This design comes from an exercise in tuning for small area on the open sky130 flow, not from production work. RTL that was checked went through simulation tests only; none was proved equivalent to the original. No activity file was given, so power comes from the tool's default toggle rates.

// e1_steer
module e1_steer (
    input  wire        clk,
    input  wire        rst,               
    input  wire [31:0] nominal_interval,  
    input  wire        in_valid,
    output wire        in_ready,
    input  wire [31:0] in_ts,             
    input  wire [31:0] in_tick,           
    output wire        dac_valid,
    input  wire        dac_ready,
    output wire [11:0] dac_data,
    output wire        done,
    output wire [3:0]  result,
    output wire [2:0]  st_state,
    output wire [1:0]  st_flags,
    output wire [31:0] dac_center,
    output wire [31:0] pps_loss,
    output wire [31:0] cal_fail
);
==> flow/config.mk <==
export PLATFORM = sky130hd
export DESIGN_NAME = e1_steer
export DESIGN_NICKNAME = e1_steer
export VERILOG_FILES = /design/flow/design.v
export SDC_FILE = /design/flow/constraint.sdc
export NUM_CORES = 4
export LEC_CHECK = 0
export CAP_MARGIN = 20
export CORE_MARGIN = 2
export CORE_UTILIZATION = 70
export PLACE_DENSITY = 0.85
export SLEW_MARGIN = 20
==> flow/constraint.sdc <==
create_clock -name core_clock -period 30.0 [get_ports {clk}]
set_input_delay 6.0000 -clock core_clock [delete_from_list [all_inputs] [get_ports {clk}]]
set_output_delay 6.0000 -clock core_clock [all_outputs]
set_load 0.01 [all_outputs]
standard.sh (not shown) runs the stock make flow with config.mk's settings and CLKGATE_MAP_FILE= SYNTH_SCRIPT=/design/flow/synth_recipe.tcl, a recipe that flattens the netlist after the stock synthesis.
==> flow/flow/run.sh <==
#!/bin/bash
# The standard layout (standard.sh: standard synthesis, then ORFS to
# finish), with two changes: the port buffers that global placement inserts
# on every input and output use sky130_fd_sc_hd__buf_1, and clock tree
# synthesis uses clkbuf_8 clusters without dummy loads.
# Each step's full output goes to its own log file in the work folder.
set -euo pipefail
export BUFFER_PORTS_ARGS="-buffer_cell sky130_fd_sc_hd__buf_1"
export CTS_ARGS="-sink_clustering_enable -repair_clock_nets -buf_list sky130_fd_sc_hd__clkbuf_8 -sink_clustering_size 20 -sink_clustering_max_diameter 70 -dont_use_dummy_load"
bash standard.sh synth > synth.log 2>&1
bash standard.sh finish > layout.log 2>&1
The baseline completed with no timing, DRC or antenna violations.
Edit:
--- a/flow/design.v
+++ b/flow/design.v
@@ -115,40 +115,36 @@
     wire le2_n  = kk2 ? (~cmpx | le2_p) : (~cmpx & le2_p);
     wire big    = neg ? le2 : ~le1;           
     wire cal_ok = neg & le2 & ~le1;           
     wire b_in_p1 = s_calmn ? 1'b0 : (s_calmx ? (last ? a[0] : sum_b) : off_b);
     wire a_in_p1 = s_init ? 1'b0 : (s_calmn ? sum_b : (last ? nd_b : a[0]));
     wire        x      = hi ? neg : b[0];
     wire        cpx    = cp & x;
     wire [18:0] yv     = ({19{dv}} & a[18:0]) | ({19{cpx}} & {1'b0, q});
     wire [19:0] cy;
     wire [18:0] sv;
-    wire [18:0] m_nx;
     assign cy[0] = 1'b0;
-    wire        take   = cy[19];
-    wire [19:0] s      = {cy[19], sv};
-    wire        d_tk   = dv & take;
-    wire        d_nt   = dv & ~take;
     genvar gi;
     generate
         for (gi = 0; gi < 19; gi = gi + 1) begin : g_add
-            e1_steer_add u_add (.m(m[gi]), .y(yv[gi]), .ci(cy[gi]),
-                                .s(sv[gi]), .co(cy[gi+1]));
-            if (gi == 0) begin : g_lo
-                assign m_nx[gi] = (cp & s[gi+1]) | (dv & (ph == 5'd1));
-            end else begin : g_hi
-                e1_steer_sel u_sel (.a(cp), .b(d_tk), .c(d_nt),
-                                    .x(s[gi+1]), .y(s[gi-1]), .z(m[gi-1]),
-                                    .o(m_nx[gi]));
-            end
+            assign sv[gi]    = m[gi] ^ yv[gi] ^ cy[gi];
+            assign cy[gi+1]  = (m[gi] & yv[gi]) | (m[gi] & cy[gi]) | (yv[gi] & cy[gi]);
         end
     endgenerate
+    wire [19:0] s      = {cy[19], sv};
+    wire        take   = cy[19];
+    wire        d_tk   = dv & take;
+    wire        d_nt   = dv & ~take;
+    wire [18:0] m_nx   = ({19{cp}} & s[19:1])
+                       | ({19{d_tk}} & {s[17:0], 1'b0})
+                       | ({19{d_nt}} & {m[17:0], 1'b0})
+                       | {18'd0, dv & (ph == 5'd1)};
     wire        dbig   = ~&a[31:18];          
     wire        p_b    = s[0];
     wire        kk     = ~hi & (ph < 5'd2);   
     wire        bias   = neg & kk;
     wire        u_b    = p_b ^ bias ^ c_u;
     wire        u_co   = (p_b & bias) | (p_b & c_u) | (bias & c_u);
     wire        v_b    = u_b ^ pd ^ c_v;
     wire        v_co   = (u_b & pd) | (u_b & c_v) | (pd & c_v);
     wire        a_sh   = ~kk & (hi ? (ph <= 5'd1) : 1'b1);    
     wire        cen    = ~calx & a[0];
@@ -301,27 +297,10 @@
                 Q_INC:  if (ph == 5'd0) seq <= Q_DONE;
                 Q_DIV:  if (ph == 5'd20) seq <= Q_WCP;
                 Q_WCP:  if (ph == 5'd31) seq <= Q_CP;
                 Q_CP:   if (hi & (ph == 5'd31)) seq <= Q_DACW;
                 Q_DACW: if (dac_ready) seq <= Q_DONE;
                 default: seq <= Q_IDLE;      
             endcase
         end
     end
 endmodule
-module e1_steer_add (
-    input  wire m,
-    input  wire y,
-    input  wire ci,
-    output wire s,
-    output wire co
-);
-    assign s  = m ^ y ^ ci;
-    assign co = (m & y) | (m & ci) | (y & ci);
-endmodule
-module e1_steer_sel (
-    input  wire a, b, c,
-    input  wire x, y, z,
-    output wire o
-);
-    assign o = (a & x) | (b & y) | (c & z);
-endmodule
Outcome:
- clock skew shrinks by 14 ps
- via count went down slightly
- wire length fell slightly
- clock-buffer cell count stays the same
- fmax stays flat
- worst setup slack is worse by 7.8 ps
- critical path depth does not change
- combinational power shrinks by a few percent
- cell area stays flat
- synthesized cell count shrinks slightly
- clock power is about the same
No functional check of the RTL was part of the first run of this note.

========
run A:
Another version of the RTL of e1_steer (not shown whole).
Size: ~880 cells after synthesis, roughly 270 flip-flops, ~220 I/O pins, about 10000 um2 of cells after synthesis.
export LEC_CHECK = 0
export CAP_MARGIN = 0
export CORE_MARGIN = 2
export CORE_UTILIZATION = 70
export PLACE_DENSITY = 0.85
export SLEW_MARGIN = 0
create_clock -name core_clock -period 30.0 [get_ports {clk}]
Scripts as last shown in full above: flow/flow/run.sh
What run B does differently from run A at the input level:
-- flow/design.v --
<<< run A, line 54
    reg le1, le2;            
    reg neg;                 
    reg c_dt, pd, cns;
    reg f1, f2, f3, f4;      
    reg over, vsign;         
    reg ci;                  
>>> run B, line 54
    reg le1, le2;            
    reg neg;                 
    reg c_dt, c_sn, c_off, c_acc, c_nd;
    reg c_u, c_v, pd, c_cn, c_val, cns;
    reg over, vsign;         
    reg ci;                  
<<< run A, line 96
    wire ge_n   = k75  ? (dt_b & ge_p)  : (dt_b | ge_p);
    wire le_n   = k125 ? (~dt_b | le_p) : (~dt_b & le_p);
    wire c_sn   = f1;
    wire c_off  = f2;
    wire c_acc  = f3;
    wire c_nd   = f4;
    wire sn_b   = lrr ^ n_b ^ c_sn;
    wire sn_co  = (lrr & n_b) | (lrr & c_sn) | (n_b & c_sn);
>>> run B, line 96
    wire ge_n   = k75  ? (dt_b & ge_p)  : (dt_b | ge_p);
    wire le_n   = k125 ? (~dt_b | le_p) : (~dt_b & le_p);
    wire sn_b   = lrr ^ n_b ^ c_sn;
    wire sn_co  = (lrr & n_b) | (lrr & c_sn) | (n_b & c_sn);
<<< run A, line 148
    wire        kk     = ~hi & (ph < 5'd2);   
    wire        bias   = neg & kk;
    wire        c_u    = f1;
    wire        c_v    = f2;
    wire        c_cn   = f3;
    wire        c_val  = f4;
    wire        u_b    = p_b ^ bias ^ c_u;
    wire        u_co   = (p_b & bias) | (p_b & c_u) | (bias & c_u);
>>> run B, line 144
    wire        kk     = ~hi & (ph < 5'd2);   
    wire        bias   = neg & kk;
    wire        u_b    = p_b ^ bias ^ c_u;
    wire        u_co   = (p_b & bias) | (p_b & c_u) | (bias & c_u);
<<< run A, line 186
            cns <= cn_b;
        c_dt  <= p0 & dt_bo;
        f1    <= (p1 & sn_co)  | (cp & u_co);
        f2    <= (p1 & off_bo) | (cp & v_co);
        f3    <= (p1 & sum_co) | (cp & ~kk & cn_bo);
        f4    <= (p1 & nd_bo)  | (cp & ~kk & val_bo);
        pd    <= cp & p_b;
        if (p0) begin
            ge <= ge_n;
>>> run B, line 178
            cns <= cn_b;
        c_dt  <= p0 & dt_bo;
        c_sn  <= p1 & sn_co;
        c_off <= p1 & off_bo;
        c_acc <= p1 & sum_co;
        c_nd  <= p1 & nd_bo;
        c_u   <= cp & u_co;
        c_v   <= cp & v_co;
        pd    <= cp & p_b;
        c_cn  <= cp & ~kk & cn_bo;
        c_val <= cp & ~kk & val_bo;
        if (p0) begin
            ge <= ge_n;
--- outcome ---
- Run B — number of instances in the synthesized netlist 15 lower, run A as reference
- [compare] base=run A new=run B: total wire length went up by 2.0%, die extent in x neither gained nor lost much.
- Internal cell power (run B vs. run A) increases slightly
- Run A and run B ended up with roughly the same via count.
- In the metrics for run B and run A, the one carrying the lower average footprint of a synthesized cell is run A.
- Taking run A as the reference, in run B sequential share of layout area up 0.39 points; setup slack went up; worst-case register-to-register setup slack now sits higher; final routed wire length divided by cell count up 3.2%.
- The final reports for run B and run A show fraction of met1 tracks used by global routing lower in the former.
- Summary of run B over run A: switching power has increased; routed length on met2 increased by about 2.4% relative to the old numbers.
No functional check of the RTL was part of run A.

==> what the ideal ports hide <==
No port has a modelled driver above. Below, the same layouts with a new extraction and two added sets of constraints.
Step 1 sets driving cells, clkbuf_16 on the clock port and buf_2 on the other inputs (assumed; they add their load-dependent delay and slew).
Step 2 moves the port delays by t, midway between the first and last clock arrival at a register: inputs arrive t later, outputs are due t later. That takes back most of the time a late clock gives input paths.
a / b / c = no drivers / after step 1 / after step 2; a / b = the first two.
| run | t (ns) | setup slack, ns | latest minus earliest clock arrival (ns) |
|---|---|---|---|
| the first run of note 1 | 0.515 | 17.410 / 17.384 / 17.384 | 0.074 / 0.074 |
| the second run of note 1 | 0.520 | 17.402 / 17.383 / 17.383 | 0.058 / 0.059 |
| run A | 0.520 | 17.304 / 17.284 / 17.284 | 0.068 / 0.067 |
| run B | 0.529 | 17.406 / 17.386 / 17.386 | 0.030 / 0.030 |
After both steps every run listed still meets setup and hold. For the first run of note 1, which loses most, drivers alone change the setup slack by -0.026 ns; drivers and shift together by -0.026 ns.
